What follows belongs to an exercise in optimizing a design on an open flow for small area; a production flow would make more cautious choices.
Only simulation tests tie the RTL to the original design; equivalence was not proved.
Power figures rest on the tool's default switching activity, not on a simulated workload. The clock port is modelled as an ideal driver; clocking choices that lean on that would not hold on a real chip.

// fsync
module fsync (
    input  wire        clk,
    input  wire        rst,            
    input  wire        in_valid,
    input  wire [7:0]  in_data,
    output wire        in_ready,
    input  wire        fsm_reset,      
    input  wire        stat_clr,       
    output wire        ev_valid,
    input  wire        ev_ready,
    output wire [1:0]  ev_type,        
    output wire [1:0]  ev_version,
    output wire [7:0]  ev_direction,
    output wire [15:0] ev_code,
    output wire [15:0] ev_size,
    output wire [7:0]  ev_data,
    output wire        err_resource
);
For scale: about 2500 cells after synthesis, roughly 69 I/O pins, roughly 45000 um2 of cells after synthesis.
export LEC_CHECK = 0
export CAP_MARGIN = 20
export CORE_MARGIN = 2
export CORE_UTILIZATION = 40
export SLEW_MARGIN = 20
create_clock -name core_clock -period 10.0 [get_ports {clk}]
standard.sh (not shown) runs the stock make flow with config.mk's settings and CLKGATE_MAP_FILE= SYNTH_SCRIPT=/design/flow/synth_recipe.tcl, a recipe that flattens the netlist after the stock synthesis.
==> flow/flow/run.sh <==
#!/bin/bash
set -euo pipefail
export CTS_ARGS="-sink_clustering_enable -repair_clock_nets -sink_clustering_size 32 -sink_clustering_max_diameter 100 -buf_list sky130_fd_sc_hd__clkbuf_16 -dont_use_dummy_load"
export BUFFER_PORTS_ARGS="-buffer_cell sky130_fd_sc_hd__buf_1"
bash standard.sh finish > standard_flow.log 2>&1
==> next run, changes <==
==> flow/flow/run.sh (replaced) <==
#!/bin/bash
set -euo pipefail
export CTS_ARGS="-sink_clustering_enable -repair_clock_nets -sink_clustering_size 36 -sink_clustering_max_diameter 60 -buf_list sky130_fd_sc_hd__clkbuf_16 -dont_use_dummy_load"
export BUFFER_PORTS_ARGS="-buffer_cell sky130_fd_sc_hd__buf_1"
bash standard.sh finish > standard_flow.log 2>&1
Settings changed: CORE_UTILIZATION 40 to 60, PLACE_DENSITY set to 0.8.
Result: The new run went through all stages and came out clean; final cell count is lower by about 13%; die area is lower by about 33%; area after synthesis is unchanged; worst setup slack improves by 0.10 ns; maximum frequency goes up by 2.3%; clock power increases by about 3%; cell area fell by 1.2%; clock skew goes down by 0.045 ns; global-route usage rose by 7.3 points; wire length rises by 15%; power rose by about 0.9%.


The RTL this note starts from:
==> flow/design.v <==
module fsync_crc8_rom (
    input  wire [7:0] addr,
    output reg  [7:0] data
);
  integer k;
  always @(*) begin
    data = addr;
    for (k = 0; k < 8; k = k + 1)
      data = data[7] ? ((data << 1) ^ 8'hD5) : (data << 1);
  end
endmodule
module fsync (
    input  wire        clk,
    input  wire        rst,            
    input  wire        in_valid,
    input  wire [7:0]  in_data,
    output wire        in_ready,
    input  wire        fsm_reset,      
    input  wire        stat_clr,       
    output wire        ev_valid,
    input  wire        ev_ready,
    output wire [1:0]  ev_type,        
    output wire [1:0]  ev_version,
    output wire [7:0]  ev_direction,
    output wire [15:0] ev_code,
    output wire [15:0] ev_size,
    output wire [7:0]  ev_data,
    output wire        err_resource
);
  localparam integer RLB = 8;              
  localparam integer RL  = 1 << RLB;       
  localparam integer NR  = 256 / RL;       
  localparam [3:0] S_IDLE       = 4'd0,
                   S_SAW_DOLLAR = 4'd1,
                   S_DIRECTION  = 4'd2,
                   S_V1_LENGTH  = 4'd3,
                   S_V1_CODE    = 4'd4,
                   S_PAYLOAD    = 4'd5,
                   S_CKS        = 4'd6,
                   S_V2_FLAG    = 4'd7,
                   S_V2_CODE_LO = 4'd8,
                   S_V2_CODE_HI = 4'd9,
                   S_V2_LEN_LO  = 4'd10,
                   S_V2_LEN_HI  = 4'd11;
  localparam [1:0] O_IDLE = 2'd0,
                   O_HDR  = 2'd1,
                   O_PAY  = 2'd2,
                   O_REJ  = 2'd3;
  reg [3:0]     fstate;
  reg [1:0]     ostate;
  reg           v2;           
  reg           dir21;        
  reg           dir3e;        
  reg [15:0]    code;
  reg [8:0]     size;         
  reg [8:0]     cnt;          
  reg [7:0]     acc;          
  reg [RLB-1:0] phase;        
  reg           dfull;        
  reg           err_res;
  wire       accept = in_valid && in_ready && !fsm_reset;
  wire [7:0] b      = in_data;
  wire       first    = (fstate == S_V1_LENGTH) || (fstate == S_V2_FLAG);
  wire [7:0] acc_x    = (first ? 8'h00 : acc) ^ b;
  wire [7:0] acc_crc;
  fsync_crc8_rom u_crc (.addr(acc_x), .data(acc_crc));
  wire [7:0] acc_next = v2 ? acc_crc : acc_x;
  wire       is_dir   = (b == 8'h3C) || (b == 8'h3E) || (b == 8'h21);
  wire [8:0] cnt_inc   = cnt + 1'b1;
  wire       cnt_end   = &cnt;
  wire       slot_here = (phase == cnt[RLB-1:0]);
  wire       size_lo0  = (size[7:0] == 8'h00);
  wire [8:0] cnt_start = {~((fstate == S_V2_LEN_HI) ? b[0] : size[8]), ~size[7:0]};
  wire [7:0] ring_out [0:NR-1];
  wire       wr_pay   = accept && (fstate == S_PAYLOAD);
  genvar r;
  generate
    for (r = 0; r < NR; r = r + 1) begin : g_ring
      reg  [8*RL-1:0] slot;    
      wire            we = wr_pay && ((cnt[7:0] >> RLB) == r);
      always @(posedge clk)
        slot <= {slot[8*RL-9:0], we ? b : slot[8*RL-1:8*RL-8]};
      assign ring_out[r] = slot[8*RL-1:8*RL-8];
    end
  endgenerate
  always @(posedge clk) begin
    if (rst) phase <= {RLB{1'b0}};
    else     phase <= phase + 1'b1;
  end
  wire check   = accept && (fstate == S_CKS);
  wire good    = check && (b == acc);
  wire bad     = check && (b != acc);
  wire ev_fire = ev_valid && ev_ready;
  wire rd_more = !cnt_end;
  wire load    = (ostate == O_HDR || ostate == O_PAY) && rd_more && slot_here &&
                 (!dfull || (ostate == O_PAY && ev_fire));
  always @(posedge clk) begin
    if (rst) begin
      fstate  <= S_IDLE;
      ostate  <= O_IDLE;
      dfull   <= 1'b0;
      err_res <= 1'b0;
    end else begin
      case (ostate)
        O_IDLE:
          if (good) begin
            ostate <= O_HDR;
            cnt    <= cnt_start;
          end else if (bad)
            ostate <= O_REJ;
        O_HDR:
          if (ev_fire) ostate <= rd_more ? O_PAY : O_IDLE;
        O_PAY:
          if (ev_fire && !rd_more) ostate <= O_IDLE;
        O_REJ:
          if (ev_fire) ostate <= O_IDLE;
      endcase
      if (load) begin
        acc   <= ring_out[cnt[7:0] >> RLB];
        cnt   <= cnt_inc;
        dfull <= 1'b1;
      end else if (ostate == O_PAY && ev_fire)
        dfull <= 1'b0;
      if (stat_clr)
        err_res <= 1'b0;
      if (fsm_reset) begin
        fstate <= S_IDLE;
      end else if (accept) begin
        acc <= acc_next;
        case (fstate)
          S_IDLE:
            if (b == 8'h24) fstate <= S_SAW_DOLLAR;
          S_SAW_DOLLAR:
            if (b == 8'h4D) begin
              v2     <= 1'b0;
              fstate <= S_DIRECTION;
            end else if (b == 8'h58) begin
              v2     <= 1'b1;
              fstate <= S_DIRECTION;
            end else
              fstate <= S_IDLE;
          S_DIRECTION:
            if (is_dir) begin
              dir21  <= (b == 8'h21);
              dir3e  <= (b == 8'h3E);
              fstate <= v2 ? S_V2_FLAG : S_V1_LENGTH;
            end else
              fstate <= S_IDLE;
          S_V1_LENGTH: begin
            size   <= {1'b0, b};
            fstate <= S_V1_CODE;
          end
          S_V1_CODE: begin
            code   <= {8'h00, b};
            cnt    <= cnt_start;
            fstate <= size_lo0 ? S_CKS : S_PAYLOAD;
          end
          S_PAYLOAD: begin
            cnt <= cnt_inc;
            if (&cnt_inc) fstate <= S_CKS;
          end
          S_CKS:
            fstate <= S_IDLE;
          S_V2_FLAG:
            fstate <= S_V2_CODE_LO;
          S_V2_CODE_LO: begin
            code[7:0] <= b;
            fstate    <= S_V2_CODE_HI;
          end
          S_V2_CODE_HI: begin
            code[15:8] <= b;
            fstate     <= S_V2_LEN_LO;
          end
          S_V2_LEN_LO: begin
            size   <= {1'b0, b};
            fstate <= S_V2_LEN_HI;
          end
          S_V2_LEN_HI: begin
            cnt <= cnt_start;
            if (b == 8'h00)
              fstate <= size_lo0 ? S_CKS : S_PAYLOAD;
            else if (b == 8'h01 && size_lo0) begin
              size[8] <= 1'b1;
              fstate  <= S_PAYLOAD;
            end else begin
              err_res <= 1'b1;
              fstate  <= S_IDLE;
            end
          end
          default:
            fstate <= S_IDLE;
        endcase
      end
    end
  end
  assign in_ready     = (ostate == O_IDLE) && (fstate != S_PAYLOAD || slot_here);
  assign ev_valid     = (ostate == O_HDR) || (ostate == O_REJ) || (ostate == O_PAY && dfull);
  assign ev_type      = {ostate == O_REJ, ostate == O_PAY};
  assign ev_version   = {v2, !v2};
  assign ev_direction = {2'b00, 1'b1, {3{!dir21}}, dir3e, dir21};
  assign ev_code      = code;
  assign ev_size      = {7'd0, size};
  assign ev_data      = acc;
  assign err_resource = err_res;
endmodule
export LEC_CHECK = 0
export CAP_MARGIN = 20
export CORE_MARGIN = 2
export CORE_UTILIZATION = 55
export CTS_BUF_LIST = sky130_fd_sc_hd__clkbuf_16
export CTS_CLUSTER_DIAMETER = 120
export CTS_CLUSTER_SIZE = 30
export SLEW_MARGIN = 20
create_clock -name core_clock -period 10.0 [get_ports {clk}]
run.sh (not shown) runs the stock make flow with config.mk's settings and CLKGATE_MAP_FILE= SYNTH_SCRIPT=/design/flow/synth_recipe.tcl, a recipe that flattens the netlist after the stock synthesis.
Stock flow here: none of the scripts above is used.
Next try:
--- a/flow/config.mk
+++ b/flow/config.mk
@@ -8,7 +8,7 @@
 export CAP_MARGIN = 20
 export CORE_MARGIN = 2
-export CORE_UTILIZATION = 55
+export CORE_UTILIZATION = 40
 export CTS_BUF_LIST = sky130_fd_sc_hd__clkbuf_16
-export CTS_CLUSTER_DIAMETER = 120
-export CTS_CLUSTER_SIZE = 30
+export CTS_CLUSTER_DIAMETER = 100
+export CTS_CLUSTER_SIZE = 32
 export SLEW_MARGIN = 20
After rerunning: The new run completed without violations. Die area rises by 37%. Design area rises by 0.81%. Synthesized area stays the same. Non-clock buffer count falls by 2. Maximum frequency falls by 9.9%. Utilization falls by 16 points.
Next try:
==> flow/flow/run.sh (new file) <==
#!/bin/bash
set -euo pipefail
export CTS_ARGS="-sink_clustering_enable -repair_clock_nets -sink_clustering_size 28 -sink_clustering_max_diameter 100 -buf_list sky130_fd_sc_hd__clkbuf_16 -dont_use_dummy_load"
export BUFFER_PORTS_ARGS="-buffer_cell sky130_fd_sc_hd__buf_1"
bash standard.sh finish > standard_flow.log 2>&1
==> flow/standard.sh (new file) <==
#!/bin/bash
# synth_recipe.tcl (not shown) runs the flow's synth.tcl, then flattens the netlist and writes it again
# the make line also repeats each setting of config.mk as NAME=value (left out here)
make -C /OpenROAD-flow-scripts/flow DESIGN_CONFIG=/design/flow/config.mk WORK_HOME=/design/flow/orfs CLKGATE_MAP_FILE= SYNTH_SCRIPT=/design/flow/synth_recipe.tcl "${@:-finish}"
--- a/flow/config.mk
+++ b/flow/config.mk
@@ -9,6 +9,3 @@
 export CORE_MARGIN = 2
 export CORE_UTILIZATION = 40
-export CTS_BUF_LIST = sky130_fd_sc_hd__clkbuf_16
-export CTS_CLUSTER_DIAMETER = 100
-export CTS_CLUSTER_SIZE = 32
 export SLEW_MARGIN = 20
removed: flow/run.sh
Worst setup slack gains 0.41 ns.
Clock-buffer cell count increases by 9.
Die area is unchanged.
Routed wire length decreases by 1.6%.


Setup of build 72:
fsync with an RTL version that a note above also has.
Size: about 69 I/O pins.
==> flow/design.v (excerpt) <==
module fsync (
    input  wire        clk,
    input  wire        rst,            
    input  wire        in_valid,
    input  wire [7:0]  in_data,
    output wire        in_ready,
    input  wire        fsm_reset,      
    input  wire        stat_clr,       
    output wire        ev_valid,
    input  wire        ev_ready,
    output wire [1:0]  ev_type,        
    output wire [1:0]  ev_version,
    output wire [7:0]  ev_direction,
    output wire [15:0] ev_code,
    output wire [15:0] ev_size,
    output wire [7:0]  ev_data,
    output wire        err_resource
);
  localparam integer RLB = 8;              
  localparam integer RL  = 1 << RLB;       
  localparam integer NR  = 256 / RL;       
  localparam [3:0] S_IDLE       = 4'd0,
                   S_SAW_DOLLAR = 4'd1,
                   S_DIRECTION  = 4'd2,
                   S_V1_LENGTH  = 4'd3,
                   S_V1_CODE    = 4'd4,
                   S_PAYLOAD    = 4'd5,
                   S_CKS        = 4'd6,
                   S_V2_FLAG    = 4'd7,
                   S_V2_CODE_LO = 4'd8,
                   S_V2_CODE_HI = 4'd9,
                   S_V2_LEN_LO  = 4'd10,
                   S_V2_LEN_HI  = 4'd11;
  localparam [1:0] O_IDLE = 2'd0,
                   O_HDR  = 2'd1,
                   O_PAY  = 2'd2,
                   O_REJ  = 2'd3;
  reg [3:0]     fstate;
  reg [1:0]     ostate;
  reg           v2;           
  reg           dir21;        
  reg           dir3e;        
  reg [15:0]    code;
  reg [8:0]     size;         
  reg [8:0]     cnt;          
  reg [7:0]     acc;          
  reg [RLB-1:0] phase;        
  reg           dfull;        
  reg           err_res;
  wire       accept = in_valid && in_ready && !fsm_reset;
  wire [7:0] b      = in_data;
  wire       first    = (fstate == S_V1_LENGTH) || (fstate == S_V2_FLAG);
  wire [7:0] acc_x    = (first ? 8'h00 : acc) ^ b;
  ...
Settings: LEC_CHECK=0, CAP_MARGIN=20, CORE_MARGIN=2, CORE_UTILIZATION=40, SLEW_MARGIN=20; clock period 10.0 ns.
standard.sh (not shown) runs the stock make flow with config.mk's settings and CLKGATE_MAP_FILE= SYNTH_SCRIPT=/design/flow/synth_recipe.tcl, a recipe that flattens the netlist after the stock synthesis.
==> flow/flow/run.sh <==
#!/bin/bash
set -euo pipefail
cd "$(dirname "$0")/.."
export CTS_ARGS="-sink_clustering_enable -repair_clock_nets -sink_clustering_size 36 -sink_clustering_max_diameter 60 -buf_list sky130_fd_sc_hd__clkbuf_16 -dont_use_dummy_load"
export BUFFER_PORTS_ARGS="-buffer_cell sky130_fd_sc_hd__buf_1"
R=orfs/results/${FLOW_PLATFORM:-sky130hd}/fsync/base
bash standard.sh synth > standard_synth.log 2>&1
cp "$R/1_2_yosys.v" standard_1_2_yosys.v
YOSYS=$(command -v yosys || echo "$FLOW_HOME/../tools/install/yosys/bin/yosys")
REMAP_LIB="$FLOW_HOME/platforms/${FLOW_PLATFORM:-sky130hd}/lib/sky130_fd_sc_hd__tt_025C_1v80.lib" \
REMAP_IN=standard_1_2_yosys.v REMAP_OUT=remapped.v REMAP_TOP="${FLOW_TOP:-fsync}" \
  "$YOSYS" -c flow/remap.tcl > yosys_remap.log 2>&1
cp remapped.v "$R/1_2_yosys.v"
touch "$R/1_2_yosys.v"
bash standard.sh finish > standard_finish.log 2>&1
==> flow/flow/remap.tcl <==
# Re-map the combinational logic of the standard synthesis netlist for area.
# Flip-flop cells are black boxes, so every register keeps the instance name
# and cell type the standard synthesis gave it; only the gates between the
# registers are re-mapped (ABC's default area-oriented mapping, without the
# speed script's buffering and up-sizing). Don't-use cells stay unused.
set lib $::env(REMAP_LIB)
yosys read_liberty -ignore_miss_func $lib
yosys blackbox sky130_fd_sc_hd__*df* sky130_fd_sc_hd__*dl*
yosys read_verilog $::env(REMAP_IN)
yosys hierarchy -top $::env(REMAP_TOP)
yosys flatten
yosys techmap
yosys opt -purge
set du {}
foreach c {sky130_fd_sc_hd__lpflow_bleeder_1 sky130_fd_sc_hd__lpflow_clkbufkapwr_1 sky130_fd_sc_hd__lpflow_clkbufkapwr_16 sky130_fd_sc_hd__lpflow_clkbufkapwr_2 sky130_fd_sc_hd__lpflow_clkbufkapwr_4 sky130_fd_sc_hd__lpflow_clkbufkapwr_8 sky130_fd_sc_hd__lpflow_clkinvkapwr_1 sky130_fd_sc_hd__lpflow_clkinvkapwr_16 sky130_fd_sc_hd__lpflow_clkinvkapwr_2 sky130_fd_sc_hd__lpflow_clkinvkapwr_4 sky130_fd_sc_hd__lpflow_clkinvkapwr_8 sky130_fd_sc_hd__lpflow_decapkapwr_12 sky130_fd_sc_hd__lpflow_decapkapwr_3 sky130_fd_sc_hd__lpflow_decapkapwr_4 sky130_fd_sc_hd__lpflow_decapkapwr_6 sky130_fd_sc_hd__lpflow_decapkapwr_8 sky130_fd_sc_hd__lpflow_inputiso0n_1 sky130_fd_sc_hd__lpflow_inputiso0p_1 sky130_fd_sc_hd__lpflow_inputiso1n_1 sky130_fd_sc_hd__lpflow_inputiso1p_1 sky130_fd_sc_hd__lpflow_inputisolatch_1 sky130_fd_sc_hd__lpflow_isobufsrc_1 sky130_fd_sc_hd__lpflow_isobufsrc_16 sky130_fd_sc_hd__lpflow_isobufsrc_2 sky130_fd_sc_hd__lpflow_isobufsrc_4 sky130_fd_sc_hd__lpflow_isobufsrc_8 sky130_fd_sc_hd__lpflow_isobufsrckapwr_16 sky130_fd_sc_hd__lpflow_lsbuf_lh_hl_isowell_tap_1 sky130_fd_sc_hd__lpflow_lsbuf_lh_hl_isowell_tap_2 sky130_fd_sc_hd__lpflow_lsbuf_lh_hl_isowell_tap_4 sky130_fd_sc_hd__lpflow_lsbuf_lh_isowell_4 sky130_fd_sc_hd__lpflow_lsbuf_lh_isowell_tap_1 sky130_fd_sc_hd__lpflow_lsbuf_lh_isowell_tap_2 sky130_fd_sc_hd__lpflow_lsbuf_lh_isowell_tap_4 sky130_fd_sc_hd__probe_p_8 sky130_fd_sc_hd__probec_p_8 } { lappend du -dont_use $c }
yosys abc -liberty $lib {*}$du
yosys setundef -zero
yosys hilomap -singleton -hicell sky130_fd_sc_hd__conb_1 HI -locell sky130_fd_sc_hd__conb_1 LO
yosys rename -hide w:*
yosys opt_clean -purge
yosys splitnets
yosys insbuf -buf sky130_fd_sc_hd__buf_1 A X
yosys opt_clean -purge
yosys rename -enumerate
yosys stat -liberty $lib
yosys write_verilog -noattr -noexpr -nohex -nodec $::env(REMAP_OUT)
Build 72 completed; timing, DRC and antenna clean
Changes in build 74 relative to build 72:
-- flow/flow/run.sh --
<<< build 72, line 4
export CTS_ARGS="-sink_clustering_enable -repair_clock_nets -sink_clustering_size 36 -sink_clustering_max_diameter 60 -buf_list sky130_fd_sc_hd__clkbuf_16 -dont_use_dummy_load"
>>> build 74, line 4
export CTS_ARGS="-sink_clustering_enable -repair_clock_nets -sink_clustering_size 32 -sink_clustering_max_diameter 100 -buf_list sky130_fd_sc_hd__clkbuf_16 -dont_use_dummy_load"
-- flow/flow/remap.tcl --
<<< build 72, line 4
# registers are re-mapped (ABC's default area-oriented mapping, without the
# speed script's buffering and up-sizing). Don't-use cells stay unused.
>>> build 74, line 4
# registers are re-mapped for area (ABC: deepsyn restructuring, then choice
# computation and area-oriented mapping; without the speed script's buffering
# and up-sizing). Don't-use cells stay unused.
<<< build 72, line 16
yosys abc -liberty $lib {*}$du
>>> build 74, line 17
yosys abc -script {+strash;&get,-n;&deepsyn,-T,30;&put;dch,-f;amap} -liberty $lib {*}$du
==> comparison <==
| leakage power | higher: build 72 |. Compared build 74 vs build 72, and latest clock arrival within the worst-skew pair is up in build 74. Going from build 72 to build 74, the area growth from synthesis to final layout was found to have gone down by 0.89 points. When build 74 is measured against build 72, its final cell area excluding filler cells turns out 1.4% lower. Going from build 72 to build 74, the number of cells on the worst reg-to-reg path was found to have gone up by 7. Compared with build 72, build 74 shows a lower slack of the worst reg-to-reg path. For build 74, the beginning of the critical path was fsm_reset, unlike build 72, where it was fstate[0]$_SDFFE_PN0P_. Summary — post-synthesis instance total, build 74 relative to build 72: higher, by 34. Changes observed in build 74 relative to build 72: fraction of the cycle the final worst path needs now larger; combinational group share of total power now smaller; routed wire length now smaller.
Relative to build 74, the following input files were edited for build 85:
Settings: PLACE_DENSITY: unset -> 0.75; CORE_UTILIZATION: 40 -> 55.
-- flow/flow/run.sh --
<<< build 74, line 4
export CTS_ARGS="-sink_clustering_enable -repair_clock_nets -sink_clustering_size 32 -sink_clustering_max_diameter 100 -buf_list sky130_fd_sc_hd__clkbuf_16 -dont_use_dummy_load"
>>> build 85, line 4
export CTS_ARGS="-sink_clustering_enable -repair_clock_nets -sink_clustering_size 36 -sink_clustering_max_diameter 80 -buf_list sky130_fd_sc_hd__clkbuf_16 -dont_use_dummy_load"
-- flow/flow/remap.tcl --
<<< build 74, line 4
# registers are re-mapped for area (ABC: deepsyn restructuring, then choice
# computation and area-oriented mapping; without the speed script's buffering
# and up-sizing). Don't-use cells stay unused.
>>> build 85, line 4
# registers are re-mapped (ABC's default area-oriented mapping, without the
# speed script's buffering and up-sizing). Don't-use cells stay unused.
<<< build 74, line 17
yosys abc -script {+strash;&get,-n;&deepsyn,-T,30;&put;dch,-f;amap} -liberty $lib {*}$du
>>> build 85, line 16
yosys abc -liberty $lib {*}$du
--- outcome ---
Comparing build 85 against build 74, there is no change at all in first-pass iteration count of the detailed router.
Maximum frequency went up by more than 10% going from build 74 to build 85.
For build 85, the critical path endpoint was in_ready, unlike build 74, where it was cnt[1]$_DFFE_PN_.
Met3 usage in global routing essentially unchanged between build 74 and build 85.
Summary — signed area change from the synthesized netlist to the final layout, build 85 relative to build 74: lower, by 1.7 points.
Modified inputs, build 36 compared to build 85
Settings: removing PLACE_DENSITY (formerly 0.75); changing CORE_UTILIZATION from 55 to 40.
-- flow/flow/run.sh --
<<< build 85, line 4
export CTS_ARGS="-sink_clustering_enable -repair_clock_nets -sink_clustering_size 36 -sink_clustering_max_diameter 80 -buf_list sky130_fd_sc_hd__clkbuf_16 -dont_use_dummy_load"
>>> build 36, line 4
export CTS_ARGS="-sink_clustering_enable -repair_clock_nets -sink_clustering_size 32 -sink_clustering_max_diameter 100 -buf_list sky130_fd_sc_hd__clkbuf_16 -dont_use_dummy_load"
==> run notes <==
- No stage failed in build 36, and the final checks on the layout all came back clean.
- Build 85 -> build 36: area share of buffers outside the clock network flat
- Count of sequential standard cells of build 85 is on par with build 36.
- Build 85 has lower clock tree cell share of total cell area than build 36.
- Vias: build 36 below build 85
- Utilization for build 36 is lower than for build 85.
- Looking at worst hold slack, build 36 sits above build 85.
- Side by side, setup slack turned out lower in build 36 than in build 85.
- Re final area: build 85 was lower than build 36.
- As far as number of iterations in the first detailed-routing pass goes, build 36 and build 85 are indistinguishable; the numbers are identical.
- Delta(post-route clock skew, build 36 - build 85) < 0
- The wire length number comes out higher for build 85 vs build 36.
Changes in build 80 relative to build 36:
-- flow/flow/run.sh --
<<< build 36, line 4
export CTS_ARGS="-sink_clustering_enable -repair_clock_nets -sink_clustering_size 32 -sink_clustering_max_diameter 100 -buf_list sky130_fd_sc_hd__clkbuf_16 -dont_use_dummy_load"
>>> build 80, line 4
export CTS_ARGS="-sink_clustering_enable -repair_clock_nets -sink_clustering_size 34 -sink_clustering_max_diameter 80 -buf_list sky130_fd_sc_hd__clkbuf_16 -dont_use_dummy_load"
==> comparison <==
- Cell internal power dissipation essentially unchanged between build 36 and build 80.
- Max time the worst path needs with I/O delays and setup across build 80 and build 36: build 36
- Build 36 -> build 80: met1 capacity usage during global routing flat
- Diff build 36 -> build 80: ratio of cells with drive above 1 in the final layout neither gained nor lost much; worst setup slack picked up an extra 31 ps; clock buffer count in the final layout lost about 1.3%.
- Looking at build 80 and build 36, the sequential portion of the cell area is a wash.
- Synthesis-to-finish area growth: build 80 vs build 36 — no meaningful difference

-- what the ideal ports hide --
The flow's constraints put no driver on any port. The routed layouts listed below were extracted and timed again, unchanged, in two steps. Step 1 sets driving cells, clkbuf_16 on the clock port and buf_2 on the other inputs (assumed; they add their load-dependent delay and slew). Step 2, shift: input delay + t, output delay - t, t = (earliest + latest rising clock arrival at the registers) / 2. This alone moves slack from input paths to output paths. a / b / c = ideal ports / drivers / drivers and shift; a / b = the first two.
| run | t, ns | slack for setup (ns) | worst setup path after step 2 | worst register clock-pin slew, ns | worst slew at a driven data input, ns |
|---|---|---|---|---|---|
| the first run of note 1 | 0.678 | 5.465 / 5.399 / 4.997 | input to register | 0.11 / 0.11 | 0.06 |
| the second run of note 1 | 0.673 | 5.567 / 5.503 / 5.083 | input to register | 0.12 / 0.12 | 0.04 |
| the first run of note 2 | 0.706 | 4.808 / 4.749 / 4.889 | input to register | 0.13 / 0.13 | 0.05 |
| the second run of note 2 | 0.710 | 4.238 / 4.172 / 4.633 | input to register | 0.12 / 0.12 | 0.04 |
| the third run of note 2 | 0.693 | 4.653 / 4.589 / 5.083 | input to register | 0.10 / 0.10 | 0.03 |
| build 72 | 0.693 | 5.287 / 5.223 / 4.891 | input to register | 0.12 / 0.12 | 0.07 |
| build 74 | 0.690 | 4.735 / 4.781 / 4.091 | input to register | 0.11 / 0.11 | 0.08 |
| build 85 | 0.657 | 5.420 / 5.354 / 5.121 | input to register | 0.13 / 0.13 | 0.04 |
| build 36 | 0.684 | 5.280 / 5.218 / 4.921 | input to register | 0.11 / 0.11 | 0.07 |
| build 80 | 0.677 | 5.312 / 5.247 / 4.898 | input to register | 0.12 / 0.12 | 0.07 |
After both steps setup and hold are still met in every run listed. The setup slack of build 74, which loses most, moves by +0.046 ns with the drivers and by -0.644 ns with both steps.
